Background: an optimization exercise with open tools, aiming at small area, a short achievable clock period and few clock cycles per item. Do not read the settings as production practice.
Only the layout flow was run in this run; the RTL was not checked for function there.
Power figures rest on the tool's default switching activity, not on a simulated workload.

$ cat flow/config.mk
export PLATFORM = sky130hd
export DESIGN_NAME = frame_decoder
export DESIGN_NICKNAME = frame_decoder
export VERILOG_FILES = /design/flow/design.v
export SDC_FILE = /design/flow/constraint.sdc
export NUM_CORES = 4
export LEC_CHECK = 0
export CAP_MARGIN = 40
export CORE_MARGIN = 2
export CORE_UTILIZATION = 40
export SLEW_MARGIN = 40
$ cat flow/constraint.sdc
create_clock -name core_clock -period 12.0 [get_ports {clk}]
set_input_delay 2.4000 -clock core_clock [delete_from_list [all_inputs] [get_ports {clk}]]
set_output_delay 2.4000 -clock core_clock [all_outputs]
set_load 0.01 [all_outputs]
$ cat flow/design.v
module crc64_nvme_byte (
    input  wire [63:0] crc_in,
    input  wire [7:0]  data,
    output wire [63:0] crc_out
);
    localparam [63:0] POLY_R = 64'h9A6C9329AC4BC9B5;
    reg [63:0] c;
    integer i;
    always @(*) begin
        c = crc_in ^ {56'd0, data};
        for (i = 0; i < 8; i = i + 1)
            c = c[0] ? ((c >> 1) ^ POLY_R) : (c >> 1);
    end
    assign crc_out = c;
endmodule
module frame_decoder (
    input  wire        clk,
    input  wire        rst,           
    input  wire        cmd_valid,
    output wire        cmd_ready,
    input  wire [2:0]  cmd_op,
    input  wire [63:0] cmd_arg,
    output reg         rsp_valid,
    output wire [7:0]  rsp_status,
    output wire [7:0]  rsp_cause,
    output reg  [63:0] rsp_result,
    input  wire        in_valid,
    output reg         in_ready,
    input  wire [7:0]  in_data,
    output wire        out_valid,
    input  wire        out_ready,
    output wire [7:0]  out_data
);
    localparam [2:0] OP_INIT     = 3'd0;
    localparam [2:0] OP_GET_LCS  = 3'd1;
    localparam [2:0] OP_GET_OFF  = 3'd2;
    localparam [2:0] OP_RESET    = 3'd3;
    localparam [2:0] OP_FINALIZE = 3'd4;
    localparam [5:0] C_BAD_VERSION     = 6'h11;
    localparam [5:0] C_LENGTH_MISMATCH = 6'h12;
    localparam [5:0] C_BAD_FLAGS       = 6'h13;
    localparam [5:0] C_ZERO_SEGMENTS   = 6'h14;
    localparam [5:0] C_SEQUENCE        = 6'h15;
    localparam [5:0] C_CONTENT_OVERRUN = 6'h16;
    localparam [5:0] C_PAST_END        = 6'h17;
    localparam [5:0] C_FINAL_OFFSET    = 6'h18;
    localparam [5:0] C_SEGMENT_CRC     = 6'h20;
    localparam [5:0] C_MESSAGE_CRC     = 6'h21;
    reg        valid;             
    reg        fault;
    reg [5:0]  fcause;            
    reg r_hdr, r_shdr, r_cont, r_sftr, r_mftr, r_fread, r_done;
    reg [63:0] xlen;              
    reg        crc_on;            
    reg [15:0] seg_count;         
    reg [63:0] offset;
    reg [15:0] seg_num;
    reg [63:0] seg_rem;           
    reg [63:0] seg_crc;           
    reg [63:0] msg_crc;
    reg [63:0] boundary;
    reg        has_b;             
    reg [15:0] b_seg_num;
    reg [63:0] b_msg_crc;
    reg [3:0]  hcnt;              
    reg        perr;              
    reg        len_nz;            
    reg [7:0]  pb;                
    reg        pbw;               
    reg        ovf;               
    reg [7:0]  ob0, ob1;
    reg        ov0, ov1;
    reg        go;                
    reg [2:0]  op_r;
    reg        pending;           
    reg [2:0]  st_r;
    reg [6:0]  ca_r;
    assign cmd_ready  = 1'b1;
    assign out_valid  = ov0;
    assign out_data   = ob0;
    assign rsp_status = {5'd0, st_r};
    assign rsp_cause  = {1'b0, ca_r};
    wire take     = in_valid & in_ready;
    wire cmd_fire = cmd_valid;
    wire footer   = r_sftr | r_mftr;
    wire [63:0] d = xlen - offset;               
    wire        d_hi0 = (d[63:5] == 59'd0);
    wire [4:0]  dl = d[4:0];
    wire d_lt9  = d_hi0 & (dl < 5'd9);
    wire d_lt11 = d_hi0 & (dl < 5'd11);
    wire d_lt13 = d_hi0 & (dl < 5'd13);
    wire d_lt16 = d_hi0 & (dl < 5'd16);
    wire d_lt18 = d_hi0 & (dl < 5'd18);
    wire d_lt20 = d_hi0 & (dl < 5'd20);
    wire d_lt23 = d_hi0 & (dl < 5'd23);
    wire d_ne1  = !(d_hi0 & (dl == 5'd1));
    wire d_ne8  = !(d_hi0 & (dl == 5'd8));
    wire d_ne10 = !(d_hi0 & (dl == 5'd10));
    reg [3:0] k;
    always @(*) begin
        case (1'b1)
            r_hdr:   k = 4'd13;
            r_shdr:  k = 4'd10;
            r_cont:  k = 4'd1;
            default: k = 4'd8;
        endcase
    end
    wire [63:0] off_k = offset + {60'd0, k};
    wire [15:0] snp1   = seg_num + 16'd1;
    wire        rem1   = (seg_rem == 64'd1);
    wire        last_s = (seg_num == seg_count);
    wire        last_n = (snp1 == seg_count);
    wire [7:0]  dat_g = in_data & {8{~footer}};
    wire [63:0] t_dat, t_seg, t_msg;
    crc64_nvme_byte u_tdat (.crc_in(64'd0), .data(dat_g), .crc_out(t_dat));
    crc64_nvme_byte u_tseg (.crc_in({56'd0, seg_crc[7:0] & {8{~footer}}}), .data(8'd0), .crc_out(t_seg));
    crc64_nvme_byte u_tmsg (.crc_in({56'd0, msg_crc[7:0] & {8{~footer}}}), .data(8'd0), .crc_out(t_msg));
    wire [63:0] seg_crc_nx = {8'd0, seg_crc[63:8]} ^ t_seg ^ t_dat;
    wire [63:0] msg_crc_nx = {8'd0, msg_crc[63:8]} ^ t_msg ^ t_dat;
    wire last_b = (r_hdr & (hcnt == 4'd12)) | (r_shdr & (hcnt == 4'd9)) |
                  (footer & (hcnt == 4'd7));
    reg        berr;
    reg [5:0]  bcode;
    always @(*) begin
        berr  = 1'b0;
        bcode = C_BAD_VERSION;
        if (r_hdr) begin
            if (hcnt == 4'd0) begin
                berr = (in_data != 8'd1);  bcode = C_BAD_VERSION;
            end else if (hcnt <= 4'd8) begin
                berr = (in_data != pb);    bcode = C_LENGTH_MISMATCH;
            end else if (hcnt == 4'd9) begin
                berr = (in_data[7:1] != 7'd0); bcode = C_BAD_FLAGS;
            end else if (hcnt == 4'd10) begin
                berr = (in_data != 8'd0);  bcode = C_BAD_FLAGS;
            end
        end else if (r_shdr) begin
            bcode = C_SEQUENCE;
            if (hcnt == 4'd0)      berr = (in_data != snp1[7:0]);
            else if (hcnt == 4'd1) berr = (in_data != snp1[15:8]);
        end else if (r_sftr) begin
            bcode = C_SEGMENT_CRC;
            berr  = ((in_data ^ seg_crc[7:0]) != 8'hff);
        end else begin
            bcode = C_MESSAGE_CRC;
            berr  = ((in_data ^ msg_crc[7:0]) != 8'hff);
        end
    end
    wire [8:0] ovf_sum = {1'b0, in_data} + {8'd0, ovf};
    wire       ovf_nx  = (ovf_sum > {1'b0, pb});
    wire       zero_c  = (seg_count[7:0] == 8'd0) & (in_data == 8'd0);
    wire       nz_nx   = len_nz | (in_data != 8'd0);
    wire [2:0] pb_sel = r_hdr ? hcnt[2:0] : (hcnt[2:0] - 3'd1);
    wire [7:0] d_byte = d[8 * pb_sel +: 8];
    wire       pb_first = r_shdr & (hcnt == 4'd1);
    wire [8:0] pb_sub = {1'b0, d_byte} - (pb_first ? 9'd10 : {8'd0, pbw & r_shdr});
    reg        n_fault;
    reg [5:0]  n_fcause;
    reg        n_hdr, n_shdr, n_cont, n_sftr, n_mftr, n_fread, n_done;
    reg        off_en, bnd_en, segn_en;
    reg        n_valid;
    wire go_init  = go & (op_r == OP_INIT);
    wire go_ok    = go & valid & !fault;
    wire go_reset = go_ok & (op_r == OP_RESET);
    wire go_fin   = go_ok & (op_r == OP_FINALIZE) & (r_fread | r_done);
    always @(*) begin
        n_valid  = valid;
        n_fault  = fault;
        n_fcause = fcause;
        {n_hdr, n_shdr, n_cont, n_sftr, n_mftr, n_fread, n_done} =
            {r_hdr, r_shdr, r_cont, r_sftr, r_mftr, r_fread, r_done};
        off_en  = 1'b0;
        bnd_en  = 1'b0;
        segn_en = 1'b0;
        if (go_init) begin
            n_valid = 1'b1;
            n_fault = 1'b0;
            {n_hdr, n_shdr, n_cont, n_sftr, n_mftr, n_fread, n_done} = 7'b1000000;
        end else if (go_reset) begin
            if (!has_b)
                {n_hdr, n_shdr, n_cont, n_sftr, n_mftr, n_fread, n_done} = 7'b1000000;
            else if (b_seg_num < seg_count)
                {n_hdr, n_shdr, n_cont, n_sftr, n_mftr, n_fread, n_done} = 7'b0100000;
            else if (crc_on)
                {n_hdr, n_shdr, n_cont, n_sftr, n_mftr, n_fread, n_done} = 7'b0000100;
            else
                {n_hdr, n_shdr, n_cont, n_sftr, n_mftr, n_fread, n_done} = 7'b0000010;
        end else if (go_fin) begin
            {n_hdr, n_shdr, n_cont, n_sftr, n_mftr, n_fread, n_done} = 7'b0000001;
        end else if (take) begin
            if (r_cont) begin
                off_en = 1'b1;
                if (rem1) begin
                    if (crc_on) begin
                        n_cont = 1'b0; n_sftr = 1'b1;
                        if (d_lt9) begin n_fault = 1'b1; n_fcause = C_PAST_END; end
                    end else begin
                        bnd_en = 1'b1;
                        n_cont = 1'b0;
                        if (last_s) begin
                            n_fread = 1'b1;
                            if (d_ne1) begin n_fault = 1'b1; n_fcause = C_FINAL_OFFSET; end
                        end else begin
                            n_shdr = 1'b1;
                            if (d_lt11) begin n_fault = 1'b1; n_fcause = C_PAST_END; end
                        end
                    end
                end
            end else if (last_b) begin
                if (perr | berr) begin
                    n_fault  = 1'b1;
                    n_fcause = perr ? fcause : bcode;
                end else if (r_hdr) begin
                    if (zero_c) begin
                        n_fault = 1'b1; n_fcause = C_ZERO_SEGMENTS;
                    end else if (d_lt13) begin
                        n_fault = 1'b1; n_fcause = C_PAST_END;
                    end else begin
                        off_en = 1'b1;
                        n_hdr = 1'b0; n_shdr = 1'b1;
                        if (d_lt23) begin n_fault = 1'b1; n_fcause = C_PAST_END; end
                    end
                end else if (r_shdr) begin
                    if (ovf_nx) begin
                        n_fault = 1'b1; n_fcause = C_CONTENT_OVERRUN;
                    end else begin
                        off_en  = 1'b1;
                        segn_en = 1'b1;
                        n_shdr  = 1'b0;
                        if (nz_nx) begin
                            n_cont = 1'b1;
                        end else if (crc_on) begin
                            n_sftr = 1'b1;
                            if (d_lt18) begin n_fault = 1'b1; n_fcause = C_PAST_END; end
                        end else begin
                            bnd_en = 1'b1;
                            if (last_n) begin
                                n_fread = 1'b1;
                                if (d_ne10) begin n_fault = 1'b1; n_fcause = C_FINAL_OFFSET; end
                            end else begin
                                n_shdr = 1'b1;
                                if (d_lt20) begin n_fault = 1'b1; n_fcause = C_PAST_END; end
                            end
                        end
                    end
                end else if (r_sftr) begin
                    off_en = 1'b1;
                    bnd_en = 1'b1;
                    n_sftr = 1'b0;
                    if (last_s) begin
                        n_mftr = 1'b1;
                        if (d_lt16) begin n_fault = 1'b1; n_fcause = C_PAST_END; end
                    end else begin
                        n_shdr = 1'b1;
                        if (d_lt18) begin n_fault = 1'b1; n_fcause = C_PAST_END; end
                    end
                end else begin  
                    off_en = 1'b1;
                    n_mftr = 1'b0; n_fread = 1'b1;
                    if (d_ne8) begin n_fault = 1'b1; n_fcause = C_FINAL_OFFSET; end
                end
            end else if (berr & !perr) begin
                n_fcause = bcode;        
            end
        end
    end
    wire n_takes = n_hdr | n_shdr | n_cont | n_sftr | n_mftr;
    wire push = take & r_cont;
    wire pop  = ov0 & out_ready;
    wire n_ov0 = ov1 | push | (ov0 & !pop);
    wire n_ov1 = ov1 ? !pop : (push & ov0 & !pop);
    always @(posedge clk) begin
        if (rst) begin
            valid     <= 1'b0;
            fault     <= 1'b0;
            in_ready  <= 1'b0;
            ov0       <= 1'b0;
            ov1       <= 1'b0;
            go        <= 1'b0;
            pending   <= 1'b0;
            rsp_valid <= 1'b0;
        end else begin
            valid     <= n_valid;
            fault     <= n_fault;
            in_ready  <= n_valid & !n_fault & n_takes & !(n_ov0 & n_ov1);
            ov0       <= n_ov0;
            ov1       <= n_ov1;
            go        <= cmd_fire;
            pending   <= (cmd_fire | pending) & n_ov0;
            rsp_valid <= (cmd_fire | pending) & !n_ov0;
        end
    end
    always @(posedge clk) begin
        fcause <= n_fcause;
        {r_hdr, r_shdr, r_cont, r_sftr, r_mftr, r_fread, r_done} <=
            {n_hdr, n_shdr, n_cont, n_sftr, n_mftr, n_fread, n_done};
        if (!ov0 | pop) ob0 <= ov1 ? ob1 : in_data;
        if (push) ob1 <= in_data;
        if (cmd_fire) begin
            op_r <= cmd_op;
            st_r <= 3'd0;
            ca_r <= 7'd0;
            if (cmd_op == OP_INIT) xlen <= cmd_arg;
            if (cmd_op == OP_GET_LCS || cmd_op == OP_RESET) rsp_result <= boundary;
            else if (cmd_op == OP_GET_OFF || cmd_op == OP_FINALIZE) rsp_result <= offset;
            else rsp_result <= 64'd0;
            if (cmd_op > OP_FINALIZE) begin
                st_r <= 3'd5; ca_r <= 7'h50;
            end else if (cmd_op == OP_INIT) begin
            end else if (!valid) begin
                st_r <= 3'd6; ca_r <= 7'h60;
            end else if (cmd_op == OP_GET_LCS || cmd_op == OP_GET_OFF) begin
            end else if (fault) begin
                st_r <= 3'd7; ca_r <= {1'b0, fcause};
            end else if (cmd_op == OP_FINALIZE && !(r_fread | r_done)) begin
                st_r <= 3'd3; ca_r <= 7'h30;
            end
        end
        if (go_init | go_reset | off_en)
            offset <= go_init ? 64'd0 : go_reset ? boundary : off_k;
        if (go_init | bnd_en)
            boundary <= go_init ? 64'd0 : off_k;
        if (go_init | bnd_en)
            has_b <= !go_init;
        if (bnd_en) begin
            b_seg_num <= r_shdr ? snp1 : seg_num;
            b_msg_crc <= msg_crc;
        end
        if (go_reset | segn_en | (take & r_hdr))
            seg_num <= go_reset ? b_seg_num : r_hdr ? 16'd0 : snp1;
        if (take & r_hdr & (hcnt == 4'd9))  crc_on <= in_data[0];
        if (take & r_hdr & (hcnt == 4'd11)) seg_count[7:0] <= in_data;
        if (take & r_hdr & (hcnt == 4'd12)) seg_count[15:8] <= in_data;
        if (go_init | go_reset) begin
            hcnt <= 4'd0;
            perr <= 1'b0;
        end else if (take) begin
            if (last_b | r_cont) begin
                hcnt <= 4'd0;
                perr <= 1'b0;
            end else begin
                hcnt <= hcnt + 4'd1;
                perr <= perr | berr;
            end
        end
        if (take) begin
            seg_rem <= r_cont ? seg_rem - 64'd1 : {in_data, seg_rem[63:8]};
            len_nz  <= (r_shdr & (hcnt >= 4'd2)) & nz_nx;
            ovf     <= (r_shdr & (hcnt >= 4'd2)) & ovf_nx;
            pb      <= pb_sub[7:0];
            pbw     <= pb_sub[8];
        end
        if (take & (r_shdr | r_cont | r_sftr))
            seg_crc <= r_shdr ? {64{1'b1}} : seg_crc_nx;
        if (go_reset | (take & (r_hdr | r_cont | r_mftr)))
            msg_crc <= go_reset ? b_msg_crc : r_hdr ? {64{1'b1}} : msg_crc_nx;
    end
endmodule
$ cat flow/run.sh
#!/bin/bash
# synth_recipe.tcl (not shown) runs the flow's synth.tcl, then flattens the netlist and writes it again
# the make line also repeats each setting of config.mk as NAME=value (left out here)
make -C /OpenROAD-flow-scripts/flow DESIGN_CONFIG=/design/flow/config.mk WORK_HOME=/design/flow/orfs CLKGATE_MAP_FILE= SYNTH_SCRIPT=/design/flow/synth_recipe.tcl finish
==> run notes <==
[state kept, by name, summed over array words and instances (netlist names), 64 cells and up]
name,cells
b_msg_crc,64
xlen,64
seg_crc,64
offset,64
msg_crc,64
boundary,64
rsp_result,64
seg_rem,64
[power groups by stage]
| stage | Sequential (mW) | Clock [mW] | Combinational [mW] |
|---|---|---|---|
| 6_report | 2.56 | 2.23 | 1.33 |
| 5_1_grt | 2.56 | 2.35 | 1.47 |
| 4_1_cts | 2.56 | 2.27 | 1.34 |
| 3_5_place_dp | 2.61 | 0 | 1.34 |
| 3_3_place_gp | 2.61 | 0 | 1.31 |
| 2_1_floorplan | 2.59 | 0 | 0.974 |
[cell type report]
| cell class | count | area share |
|---|---|---|
| Tap cell | 1265 | 0.0361 |
| Sequential cell | 628 | 0.426 |
| Inverter | 131 | 0.0112 |
| Clock inverter | 42 | 0.00905 |
| Multi-Input combinational cell | 2825 | 0.426 |
| Clock buffer | 91 | 0.0447 |
| Timing Repair Buffer | 211 | 0.0468 |
[per-layer routing]
layer / wire, µm / global-route usage / share of wire / vias to the layer above
li1: - / - / - / 13757
met5: 13 / 0 / 0.00012 / -
met1: 47600 / 0.286 / 0.44 / 13963
met2: 52600 / 0.365 / 0.48 / 871
met3: 5180 / 0.0288 / 0.047 / 209
met4: 3730 / 0.0756 / 0.034 / 2
[through the flow]
step | instances | hold slack, ps | total power, mW
after floorplan | 3802 | 424 | 3.57
after global placement | 5056 | 451 | 3.92
after detailed placement | 5059 | 460 | 3.94
after CTS | 5192 | 470 | 6.18
after global routing | 5193 | 479 | 6.39
final | 5193 | 468 | 6.12
[logic make-up (layout without fill, tap and decap cells)]
group           count (synthesis)  after routing
simple gates                 1287           1287
compound gates                731            731
xor+xnor                      652            652
flops                         628            628
buf+inv                       349            475
fa+ha+maj                     108            108
mux                            40             40
other cells                     2              7
[how the worst max path moves through the flow]
| stage | from | endpoint | slack (ps) | depth (start not counted) |
|---|---|---|---|---|
| after floorplan | in_data[2] | offset[0]$_SDFFCE_PP0P_ | 1270 | 16 |
| after CTS | in_data[0] | b_msg_crc[34]$_DFFE_PP_ | 5150 | 19 |
| final | in_data[0] | b_msg_crc[34]$_DFFE_PP_ | 5070 | 19 |
| after detailed placement | in_data[0] | b_msg_crc[24]$_DFFE_PP_ | 4450 | 19 |
| after global placement | in_data[0] | b_msg_crc[60]$_DFFE_PP_ | 4300 | 19 |
| after global routing | in_data[0] | b_msg_crc[34]$_DFFE_PP_ | 4790 | 19 |
[cells in the final DEF, fill, tap and decap left out, drive strengths merged, types with 36 or more instances in the layout]
master           n
a211oi          78
a21o            37
a21oi          259
a22o            65
buf             47
clkbuf          92
clkdlybuf4s50  163
edfxtp         608
ha             105
inv            135
nand2          350
nand3           84
nand4           63
nor2           474
nor3            96
nor4            36
o21ai          118
xnor2          457
xor2           188
==> run notes <==
outcome no timing/DRC/antenna violations; Top FF cell, synth edfxtp_1; Die H 314 µm; max incr delay on CP 550 ps; Tot GR Track Use 0.217; number of synthesized flops with an enable pin 608; Crit path max-delay family simple AND/OR/NAND/NOR gates; Post-DP HPWL around 79 mm; Synth Warn # 2; FF-to-FF setup slack ~5900 ps; CTS root buffer clkbuf_16; Hold Path Origin msg_crc[36]$_DFFE_PP_; Peak VDD IR between 0.0001 and 0.00015 V; Yosys reg bits 628; fin crit period 6930 ps; register area share after synthesis 0.484; multi-input combinational cell area 0.0187 mm²; syn_area_per_cell 10.2 µm²; hold buffers post-CTS 0; crit share post-route 0.577; Sw Share 0.288; layout cells sized above 1 0.0624; crit path max fanout 64; Inserted Diodes 0; Reg-to-Reg End fcause[5]$_SDFFCE_PP0P_; Peak Freq 0.144 GHz; antenna-violating nets left 0; H-Tree Depth 3; Buffers on Ports 164; Hold Vio Cnt, Final 0; Simple-Gate Fraction of Synth Area 0.153; worst path required time 12280 ps; final instance area between 0.04 and 0.05 mm²; setup_tns 0 ps; Skew-Pair Late Insertion Delay 660 ps; mux cell area share after synthesis 0.0134; Initial Utilization 0.405; drt drc 0; Reg clk slew, reported paths 60 ps; P_leak 15.0 nW; DP Area between 0.04 and 0.05 mm²; GR Overflow Total 0; Compound-Gate Fraction of Synth Area 0.126; final worst slack 5070 ps; die width 314 µm; Post-Place Setup Slack roughly 4500 ps; initial DRC count approximately 2400; final slew viol count 0; share of the synthesized area in the top cell type 0.474; count leader, synth edfxtp_1; Post-synth ARST share 0; XOR/XNOR share of the synthesized area 0.152; PwrDens around 140 mW/mm²; Wirelength per Cell 21.0 µm; Fin Clk Skew 31.1 ps; post-synth top area cell edfxtp_1; Worst path most repeated cell ha_1; Hold Path Class flop to flop; Worst-Margin Slew ~850 ps; Setup Buffers After CTS 0; Vias/cell 5.55; drt first pass iters 7; sequential cell fraction of total power 0.418; unrepaired setup endpoints after global routing false; Slowest-stage cell, CP buf_6; Adder-Cell Fraction of Synth Area 0.0356; Die ar. 0.0989 mm²; first-pass GRT wire length 167 mm; final setup vio count 0; max_slew headroom 0.429; number of buffers created by CTS 74; Arr. time, crit path 7210 ps; CTS tree built; post-synth cell types roughly 100; main combinational cell family by area after synthesis simple AND/OR/NAND/NOR gates; initial antenna violation count 2; Layout area overhead 13.7%; Syn Inst Count 3797; FF+latch area between 0.015 and 0.02 mm²; Psw ~1.8 mW; WHS Endpoint b_msg_crc[36]$_DFFE_PP_; fin util 0.460; critical setup path kind input port to flop; clock sinks 628; Nets 4059; PostCTS Resize Cnt 0; R2R Path Start offset[13]$_SDFFCE_PP0P_; Clock Path Buffers 3; largest net degree at the start of global routing 122; max_cap viols 0; final wirelength 109 mm; io pins between 150 and 200; vias in the first global route 28131; commonest cells in the synthesized netlist edfxtp_1, nor2_1, xnor2_1; ranking of synthesized cells by area edfxtp_1, xnor2_1, nor2_1, xor2_1, ha_1; internal power 4.36 mW; CP Buf/Inv Count 3; Clock power frac 0.364; Worst setup SP type input port; hold depth 0; core outline area 0.0953 mm²; Crit. End Element flop; Syn Std Cell Area around 0.039 mm²; reg2reg path depth 15; FILL cells between 9000 and 10000; row count 113; worst path cell trace clkdlybuf4s50_1, buf_4, ha_1, ha_1, nand3_1, nor2_1, xor2_1, ha_1, nand4_1, or2_2, nand3_1, a21oi_1, or3_1, nor3_1, a21oi_1, o22ai_1, and3_1, and2_4, buf_6; Logic pwr share 0.218; RD Place Congestion 0.908; DR vias 28802

-- separate check: timing with driven ports --
Ports are ideal in the flow. The routed layout listed here was re-timed in OpenROAD. Step 1 (the two cells are an assumption about what drives the block):
set clk [get_ports {clk}]
set_driving_cell -lib_cell sky130_fd_sc_hd__clkbuf_16 $clk
set_driving_cell -lib_cell sky130_fd_sc_hd__buf_2 [delete_from_list [all_inputs] $clk]
Step 2 also shifts input and output timing later by t, the mid clock arrival at the registers, as if the neighbouring blocks saw the same clock. Slacks: ideal ports / drivers / drivers and shift; pairs: ideal ports / drivers.
t (ns): 0.710
slack for setup (ns): 5.070 / 5.114 / 4.403
worst setup path at the end: input to register
worst slew at a driven data input, ns: 0.12
pins driven straight from the clock port: 1
After both steps setup and hold are still met in this run. For this run, drivers alone change the setup slack by +0.044 ns; drivers and shift together by -0.667 ns.
